This is an optimization exercise on Yosys and OpenROAD, whose aim is small area, a short achievable clock period and few clock cycles, not a production implementation. In this exercise RTL edits were held to simulation tests only and were not proved equivalent to the original. Power figures rest on the tool's default switching activity, not on a simulated workload.

<file path="run.sh">
#!/bin/bash
# synth_recipe.tcl (not shown) runs the flow's synth.tcl, then flattens the netlist and writes it again
# the make line also repeats each setting of config.mk as NAME=value (left out here)
make -C /OpenROAD-flow-scripts/flow DESIGN_CONFIG=/design/flow/config.mk WORK_HOME=/design/flow/orfs CLKGATE_MAP_FILE= SYNTH_SCRIPT=/design/flow/synth_recipe.tcl finish
</file>
<file path="config.mk">
export PLATFORM = sky130hd
export DESIGN_NAME = hmac_sha256
export DESIGN_NICKNAME = hmac_sha256
export VERILOG_FILES = /design/flow/design.v
export SDC_FILE = /design/flow/constraint.sdc
export NUM_CORES = 4
export LEC_CHECK = 0
export CAP_MARGIN = 20
export CORE_MARGIN = 2
export CORE_UTILIZATION = 40
export SLEW_MARGIN = 20
</file>
<file path="constraint.sdc">
create_clock -name core_clock -period 10.0 [get_ports {clk}]
set_input_delay 2.0000 -clock core_clock [delete_from_list [all_inputs] [get_ports {clk}]]
set_output_delay 2.0000 -clock core_clock [all_outputs]
set_load 0.01 [all_outputs]
</file>
<file path="design.v">
module hmac_sha256 (
    input  wire         clk,
    input  wire         rst,           
    input  wire         start,         
    input  wire         mode,          
    input  wire [511:0] key,           
    input  wire         in_valid,
    output wire         in_ready,
    input  wire [31:0]  in_data,       
    input  wire         in_last,
    input  wire [2:0]   in_nbytes,     
    output wire [255:0] mac,
    output wire         mac_valid
);
    localparam [2:0] S_IDLE  = 3'd0,
                     S_KEY   = 3'd1,
                     S_LOAD  = 3'd2,
                     S_PAD   = 3'd3,
                     S_ROUND = 3'd4,
                     S_FINAL = 3'd5,
                     S_OBLK  = 3'd6,
                     S_DONE  = 3'd7;
    localparam [1:0] P_IKEY = 2'd0,    
                     P_MSG  = 2'd1,    
                     P_OKEY = 2'd2,    
                     P_ODIG = 2'd3;    
    reg  [2:0]   state;
    reg  [1:0]   phase;
    reg  [3:0]   widx;         
    reg  [5:0]   rnd;          
    reg  [15:0]  nbytes;       
    reg          ended;        
    reg          need80;       
    reg          len_fits;     
    reg          final_blk;    
    reg          mode_r;
    reg  [511:0] key_r;
    reg  [255:0] inner;        
    reg  [31:0] H [0:7];
    reg  [31:0] a, b, c, d, e, f, g, h;
    reg  [31:0] w [0:15];
    integer i;
    wire [31:0] w1  = w[1];
    wire [31:0] w14 = w[14];
    wire [31:0] bsig0_a = {a[1:0], a[31:2]} ^ {a[12:0], a[31:13]} ^ {a[21:0], a[31:22]};
    wire [31:0] bsig1_e = {e[5:0], e[31:6]} ^ {e[10:0], e[31:11]} ^ {e[24:0], e[31:25]};
    wire [31:0] ch_efg  = (e & f) ^ (~e & g);
    wire [31:0] maj_abc = (a & b) ^ (a & c) ^ (b & c);
    wire [31:0] ssig0_w = {w1[6:0], w1[31:7]} ^ {w1[17:0], w1[31:18]} ^ (w1 >> 3);
    wire [31:0] ssig1_w = {w14[16:0], w14[31:17]} ^ {w14[18:0], w14[31:19]} ^ (w14 >> 10);
    reg  [31:0] k_t;
    always @(*) begin
        case (rnd)
            6'd0:  k_t = 32'h428a2f98; 6'd1:  k_t = 32'h71374491;
            6'd2:  k_t = 32'hb5c0fbcf; 6'd3:  k_t = 32'he9b5dba5;
            6'd4:  k_t = 32'h3956c25b; 6'd5:  k_t = 32'h59f111f1;
            6'd6:  k_t = 32'h923f82a4; 6'd7:  k_t = 32'hab1c5ed5;
            6'd8:  k_t = 32'hd807aa98; 6'd9:  k_t = 32'h12835b01;
            6'd10: k_t = 32'h243185be; 6'd11: k_t = 32'h550c7dc3;
            6'd12: k_t = 32'h72be5d74; 6'd13: k_t = 32'h80deb1fe;
            6'd14: k_t = 32'h9bdc06a7; 6'd15: k_t = 32'hc19bf174;
            6'd16: k_t = 32'he49b69c1; 6'd17: k_t = 32'hefbe4786;
            6'd18: k_t = 32'h0fc19dc6; 6'd19: k_t = 32'h240ca1cc;
            6'd20: k_t = 32'h2de92c6f; 6'd21: k_t = 32'h4a7484aa;
            6'd22: k_t = 32'h5cb0a9dc; 6'd23: k_t = 32'h76f988da;
            6'd24: k_t = 32'h983e5152; 6'd25: k_t = 32'ha831c66d;
            6'd26: k_t = 32'hb00327c8; 6'd27: k_t = 32'hbf597fc7;
            6'd28: k_t = 32'hc6e00bf3; 6'd29: k_t = 32'hd5a79147;
            6'd30: k_t = 32'h06ca6351; 6'd31: k_t = 32'h14292967;
            6'd32: k_t = 32'h27b70a85; 6'd33: k_t = 32'h2e1b2138;
            6'd34: k_t = 32'h4d2c6dfc; 6'd35: k_t = 32'h53380d13;
            6'd36: k_t = 32'h650a7354; 6'd37: k_t = 32'h766a0abb;
            6'd38: k_t = 32'h81c2c92e; 6'd39: k_t = 32'h92722c85;
            6'd40: k_t = 32'ha2bfe8a1; 6'd41: k_t = 32'ha81a664b;
            6'd42: k_t = 32'hc24b8b70; 6'd43: k_t = 32'hc76c51a3;
            6'd44: k_t = 32'hd192e819; 6'd45: k_t = 32'hd6990624;
            6'd46: k_t = 32'hf40e3585; 6'd47: k_t = 32'h106aa070;
            6'd48: k_t = 32'h19a4c116; 6'd49: k_t = 32'h1e376c08;
            6'd50: k_t = 32'h2748774c; 6'd51: k_t = 32'h34b0bcb5;
            6'd52: k_t = 32'h391c0cb3; 6'd53: k_t = 32'h4ed8aa4a;
            6'd54: k_t = 32'h5b9cca4f; 6'd55: k_t = 32'h682e6ff3;
            6'd56: k_t = 32'h748f82ee; 6'd57: k_t = 32'h78a5636f;
            6'd58: k_t = 32'h84c87814; 6'd59: k_t = 32'h8cc70208;
            6'd60: k_t = 32'h90befffa; 6'd61: k_t = 32'ha4506ceb;
            6'd62: k_t = 32'hbef9a3f7; default: k_t = 32'hc67178f2;
        endcase
    end
    localparam [255:0] IV224 = {32'hc1059ed8, 32'h367cd507, 32'h3070dd17, 32'hf70e5939,
                                32'hffc00b31, 32'h68581511, 32'h64f98fa7, 32'hbefa4fa4};
    localparam [255:0] IV256 = {32'h6a09e667, 32'hbb67ae85, 32'h3c6ef372, 32'ha54ff53a,
                                32'h510e527f, 32'h9b05688c, 32'h1f83d9ab, 32'h5be0cd19};
    wire        xfer = in_valid && (state == S_LOAD) && !start;
    reg  [31:0] last_word;
    always @(*) begin
        case (in_nbytes)
            3'd0:    last_word = 32'h80000000;
            3'd1:    last_word = {in_data[31:24], 24'h800000};
            3'd2:    last_word = {in_data[31:16], 16'h8000};
            3'd3:    last_word = {in_data[31:8], 8'h80};
            default: last_word = in_data;
        endcase
    end
    wire [15:0] nbytes_next = nbytes + (in_last ? {13'd0, in_nbytes} : 16'd4);
    wire [31:0] in_word     = in_last ? last_word : in_data;
    wire [16:0] inner_len = {1'b0, nbytes} + 17'd64;
    reg  [31:0] pad_word;
    always @(*) begin
        if (need80)
            pad_word = 32'h80000000;
        else if (len_fits && widx == 4'd15)
            pad_word = {12'd0, inner_len, 3'd0};   
        else
            pad_word = 32'h0;                      
    end
    wire [31:0] kpad = (phase == P_IKEY) ? 32'h36363636 : 32'h5c5c5c5c;
    wire [31:0] t1 = h + bsig1_e + ch_efg + k_t + w[0];
    wire [31:0] t2 = bsig0_a + maj_abc;
    wire [31:0] w_new = ssig1_w + w[9] + ssig0_w + w[0];
    wire [255:0] h_sum = {H[0] + a, H[1] + b, H[2] + c, H[3] + d,
                          H[4] + e, H[5] + f, H[6] + g, H[7] + h};
    always @(posedge clk) begin
        if (rst) begin
            state     <= S_IDLE;
            phase     <= P_IKEY;
            widx      <= 4'd0;
            rnd       <= 6'd0;
            nbytes    <= 16'd0;
            ended     <= 1'b0;
            need80    <= 1'b0;
            len_fits  <= 1'b0;
            final_blk <= 1'b0;
        end else if (start) begin
            state     <= S_KEY;
            phase     <= P_IKEY;
            widx      <= 4'd0;
            rnd       <= 6'd0;
            nbytes    <= 16'd0;
            ended     <= 1'b0;
            need80    <= 1'b0;
            len_fits  <= 1'b0;
            final_blk <= 1'b0;
        end else begin
            case (state)
                S_KEY, S_OBLK: begin
                    state <= S_ROUND;
                    rnd   <= 6'd0;
                end
                S_LOAD: if (xfer) begin
                    widx   <= widx + 4'd1;
                    nbytes <= nbytes_next;
                    if (in_last) begin
                        ended    <= 1'b1;
                        need80   <= (in_nbytes == 3'd4);
                        len_fits <= (in_nbytes != 3'd4) && (widx <= 4'd13);
                    end
                    if (widx == 4'd15) begin
                        state     <= S_ROUND;
                        rnd       <= 6'd0;
                        final_blk <= 1'b0;
                    end else if (in_last) begin
                        state <= S_PAD;
                    end
                end
                S_PAD: begin
                    widx <= widx + 4'd1;
                    if (need80) begin
                        need80   <= 1'b0;
                        len_fits <= (widx <= 4'd13);
                    end
                    if (widx == 4'd15) begin
                        state     <= S_ROUND;
                        rnd       <= 6'd0;
                        final_blk <= len_fits && !need80;
                    end
                end
                S_ROUND: begin
                    rnd <= rnd + 6'd1;
                    if (rnd == 6'd63)
                        state <= S_FINAL;
                end
                S_FINAL: begin
                    widx <= 4'd0;
                    case (phase)
                        P_IKEY: begin
                            phase <= P_MSG;
                            state <= S_LOAD;
                        end
                        P_MSG: begin
                            if (final_blk) begin
                                phase <= P_OKEY;
                                state <= S_KEY;
                            end else if (ended) begin
                                state    <= S_PAD;
                                len_fits <= 1'b1;
                            end else begin
                                state <= S_LOAD;
                            end
                        end
                        P_OKEY: begin
                            phase <= P_ODIG;
                            state <= S_OBLK;
                        end
                        default: state <= S_DONE;
                    endcase
                end
                default: ;
            endcase
        end
    end
    always @(posedge clk) begin
        if (!rst && start) begin
            {H[0], H[1], H[2], H[3], H[4], H[5], H[6], H[7]} <= (mode ? IV224 : IV256);
            mode_r <= mode;
            key_r  <= key;
        end else if (!rst) begin
            case (state)
                S_KEY: begin
                    for (i = 0; i < 16; i = i + 1)
                        w[i] <= key_r[511 - 32*i -: 32] ^ kpad;
                    a <= H[0]; b <= H[1]; c <= H[2]; d <= H[3];
                    e <= H[4]; f <= H[5]; g <= H[6]; h <= H[7];
                end
                S_OBLK: begin
                    for (i = 0; i < 7; i = i + 1)
                        w[i] <= inner[255 - 32*i -: 32];
                    w[7] <= mode_r ? 32'h80000000 : inner[31:0];
                    w[8] <= mode_r ? 32'h0 : 32'h80000000;
                    for (i = 9; i < 15; i = i + 1)
                        w[i] <= 32'h0;
                    w[15] <= mode_r ? 32'd736 : 32'd768;    
                    a <= H[0]; b <= H[1]; c <= H[2]; d <= H[3];
                    e <= H[4]; f <= H[5]; g <= H[6]; h <= H[7];
                end
                S_LOAD: if (xfer) begin
                    w[widx] <= in_word;
                    if (widx == 4'd15) begin
                        a <= H[0]; b <= H[1]; c <= H[2]; d <= H[3];
                        e <= H[4]; f <= H[5]; g <= H[6]; h <= H[7];
                    end
                end
                S_PAD: begin
                    w[widx] <= pad_word;
                    if (widx == 4'd15) begin
                        a <= H[0]; b <= H[1]; c <= H[2]; d <= H[3];
                        e <= H[4]; f <= H[5]; g <= H[6]; h <= H[7];
                    end
                end
                S_ROUND: begin
                    h <= g; g <= f; f <= e; e <= d + t1;
                    d <= c; c <= b; b <= a; a <= t1 + t2;
                    for (i = 0; i < 15; i = i + 1)
                        w[i] <= w[i + 1];
                    w[15] <= w_new;
                end
                S_FINAL: begin
                    if (phase == P_MSG && final_blk) begin
                        inner <= h_sum;
                        {H[0], H[1], H[2], H[3], H[4], H[5], H[6], H[7]} <= (mode_r ? IV224 : IV256);
                    end else begin
                        {H[0], H[1], H[2], H[3], H[4], H[5], H[6], H[7]} <= h_sum;
                    end
                end
                default: ;
            endcase
        end
    end
    assign in_ready  = (state == S_LOAD);
    assign mac_valid = (state == S_DONE);
    assign mac       = {H[0], H[1], H[2], H[3], H[4], H[5], H[6], H[7]};
endmodule
</file>
==> results.txt <==
[metal layers]
metal | vias up | part of all wire, %
met4 | 52 | 6.5
met1 | 42400 | 38
met2 | 5943 | 43
met3 | 949 | 12
met5 | - | 0.067
li1 | 35450 | -
[final cells by class]
class | count | share of cell area [%]
Inverter | 310 | 0.9630
Multi-Input combinational cell | 6536 | 36.86
Timing Repair Buffer | 994 | 7.919
Clock inverter | 133 | 1.304
Clock buffer | 248 | 4.377
Tap cell | 3384 | 3.456
Antenna cell | 40 | 0.08170
Sequential cell | 1860 | 45.04
[path summary, 6_finish.rpt]
path / slack [ns] / depth (start not counted) / endpoint / from
worst max register to register: 1.59 / 29 / a[31] / e[13]
worst min register to register: 0.50 / 2 / w[13][24] / key_r[88]
worst max-delay path: 1.59 / 29 / a[31] / e[13]
worst min-delay path: 0.50 / 2 / w[13][24] / key_r[88]
[state kept, by name, indices dropped and copies added (netlist names)]
name / count
widx: 4
c: 32
mode_r: 1
b: 32
final_blk: 1
H: 256
a: 32
k_t: 32
len_fits: 1
nbytes: 16
w: 512
g: 32
phase: 2
f: 32
key_r: 512
rnd: 6
inner: 256
e: 32
need80: 1
ended: 1
state: 3
d: 32
h: 32
[placed cells by master (no fill, tap or decap), types with 37 or more instances in the layout]
master           instances
and3_1                  62
clkbuf_16              206
xor2_1                 281
dfxtp_1                 67
buf_4                  166
a21oi_1                508
o21bai_1                41
nor3_1                  77
and2_1                  77
nand2b_1               106
clkdlybuf4s50_1        810
a21o_1                 198
fa_1                   196
xnor2_1                572
a22oi_1                118
inv_1                  303
nand3b_1                42
o21ai_0                683
nand3_1                178
diode_2                 40
o211ai_1               377
clkinv_1                52
edfxtp_1              1793
a211oi_1               193
nor2_1                 424
o221ai_1                82
nor2b_1                 37
a221oi_1                71
ha_1                   403
a31oi_1                 57
clkbuf_1                37
o21a_1                  66
nand2_1               1249
[critical path: cells and delay by family, from the launching register on]
family / cells / cell delay, ns
multiplexers: 1 / 0.23
flip-flops: 1 / 0.57
buffers and inverters: 2 / 0.11
AO/OA/AOI/OAI: 14 / 3.18
XOR/XNOR: 3 / 0.79
AND/OR/NAND/NOR: 3 / 0.62
adder cells (fa/ha/maj): 6 / 2.74
[per-stage QoR]
stage	util, %	power, uW	hold WS, ns
2_1_floorplan	-	15830	0.4496
3_3_place_gp	44.92	19220	0.4724
3_5_place_dp	44.95	19300	0.4888
4_1_cts	47.67	27220	0.4983
5_1_grt	47.69	28440	0.5138
6_report	47.73	27390	0.4953
[power by group through the flow]
stage | Combinational (uW) | Clock, uW | Sequential [uW]
5_1_grt | 10600 | 8290 | 9590
6_report | 9820 | 7970 | 9600
3_3_place_gp | 9480 | 0 | 9740
3_5_place_dp | 9570 | 0 | 9730
4_1_cts | 9650 | 7990 | 9580
2_1_floorplan | 6320 | 0 | 9510
[cells by family (layout without fill, tap and decap cells)]
family / count (synthesis) / in the layout / synth area share (%)
AO/OA/AOI/OAI: 2612 / 2612 / 16.40
AND/OR/NAND/NOR: 2390 / 2390 / 10.16
multiplexers: 49 / 49 / 0.5041
buffers and inverters: 889 / 1685 / 3.256
flip-flops: 1860 / 1860 / 53.44
other: 0 / 40 / 0
adder cells (fa/ha/maj): 623 / 623 / 8.918
XOR/XNOR: 862 / 862 / 7.325
==> flow_metrics.tcl <==
set metrics [dict create \
    multi_input_area_mm2 0.04516 \
    cp-end-kind "flip-flop" \
    cts_sinks 1860 \
    crit_type "flip-flop to flip-flop" \
    die_w_um 512.1 \
    drtAntennaViolNets 0 \
    outcome "timing/DRC/antenna clean" \
    holdBufCountCts 0 \
    grt.total_usage_pct 36.59 \
    wl_per_cell_um 36.69 \
    num_io_pins 811 \
    netlist-cell-type-count 82 \
    final_area_mm2 0.1225 \
    htree_num_levels 4 \
    hpwl_mm 372.3 \
    grt_max_degree 171 \
    grt.met1_usage_pct 48.61 \
    yosys.area.top_type_share_pct 52.14 \
    cts.clk_slew.worst_paths_ns 0.06 \
    seq_area_frac_synth_pct 53.44 \
    p_per_area_mw_per_mm2 223.6 \
    core-area_mm2 0.2567 \
    root_buffer "clkbuf_16" \
    grt_pass1_vias 78900 \
    cts_made_buffers 206 \
    drive_gt1_share_pct 6.051 \
    fin_crit_sh_pct 84.14 \
    worst_ir_drop_vdd_mv 0.2235 \
    fin_tns_setup_ns 0 \
    cp_common_cell "fa_1" \
    drt_pass1_iterations 8 \
    yosysMostFrequentCell "edfxtp_1" \
    fmax_mhz 118.9 \
    grt_overflow_total 0 \
    critical_path.max_fanout 6 \
    internal-power_uw 17370 \
    critPathMaxStageDelay_ns 0.57 \
    critPathLaunchType "flip-flop" \
    clock_path_buffers 3 \
    finalWirelength_mm 495.5 \
    setup_ws_ns 1.586 \
    pre_cts_ws_ns 1.734 \
    p_leak_uw 0.04408 \
    post_cts_buffers 0 \
    cts_tree "built" \
    fin_cells 13510 \
    async_reset_ff_share_pct 0 \
    yosysTopAreaCell "edfxtp_1" \
    grt.met2_usage_pct 54.06 \
    synth.net_count 10440 \
    syn_area_per_cell_um2 11.12 \
    switchingPower_uw 10020 \
    dpl_cell_area_mm2 0.1154 \
    sw_frac_of_total_pct 36.58 \
    clkLatencyLatePin_ns 0.93 \
    place.gp.congestion 1.012 \
    worst_pin_slew_ns 1.323 \
    drtIter0Drc 13880 \
    grt_pass1_wl_mm 662.3 \
    setup_violations 0 \
    areaGrowthSynthToFinish_pct 18.65 \
    crit_slowest_cell "edfxtp_1" \
    rows 186 \
    drv_cap 0 \
    worst_ep_arrival_time_ns 9.09 \
    max_slew_margin_pct 10.86 \
    use_met3_pct 10.31 \
    hold_viol_final 0 \
    synthTopCellsByArea "edfxtp_1 (52%), xnor2_1 (4.9%), ha_1 (4.9%), nand2_1 (4.6%), fa_1 (3.8%)" \
    fin_nets 11060 \
    min_period_ns 8.414 \
    ys_warn_count 2 \
    power.share.clock_pct 29.1 \
    dp.cells 13080 \
    final_max_slew_viol_count 0 \
    drc_errors 0 \
    rsz0062_at_grt "no" \
    routed_via_density 6.278 \
    hold_class "flip-flop to flip-flop" \
    vias 84790 \
    synth.cell_area_mm2 0.1033 \
    die-area_mm2 0.2622 \
    grt_antenna_before_repair 115 \
    grt_busiest_layer "met2" \
    synth_common_cells "edfxtp_1 (1793), nand2_1 (1256), o21ai_0 (686)" \
    io_buffer_count 810 \
    pwr-share-comb_pct 35.9 \
    ys_ff_latch 1860 \
    p_seq_share_pct 35.0 \
    area.sequential_mm2 0.05518 \
    cts.repair.resized 0 \
    synthFlopType "edfxtp_1" \
    initial_core_util_pct 40.23 \
    crit_required_ns 10.68 \
    die_height_um 512.1 \
    fillers 23290 \
    postSynthCellCount 9285 \
    finClkSkew_ns 0.09016 \
    synth-edff-count 1793 \
]
Testbench counts, summed over its fixed seeds: cycles 83,001.

[re-timing with driven ports]
How much do the figures lean on ideal ports? The routed layout below was timed once more, with nothing changed but the port constraints.
Step 1 (the two cells are an assumption about what drives the block):
set clk [get_ports {clk}]
set_driving_cell -lib_cell sky130_fd_sc_hd__clkbuf_16 $clk
set_driving_cell -lib_cell sky130_fd_sc_hd__buf_2 [delete_from_list [all_inputs] $clk]
Step 2, shift: input delay + t, output delay - t, t = (earliest + latest rising clock arrival at the registers) / 2. This alone moves slack from input paths to output paths.
Slacks: ideal / step 1 / step 2; pairs: ideal / step 1.
shift t [ns]: 0.988
setup WS [ns]: 1.586 / 1.586 / 1.586
worst hold slack (ns): 0.495 / 0.495 / 0.495
clock arrival spread, ns: 0.102 / 0.102
slew at the worst register clock pin (ns): 0.07 / 0.07
After both steps this run still meets setup and hold. The setup slack of this run moves by 0.000 ns with the drivers and by 0.000 ns with both steps.
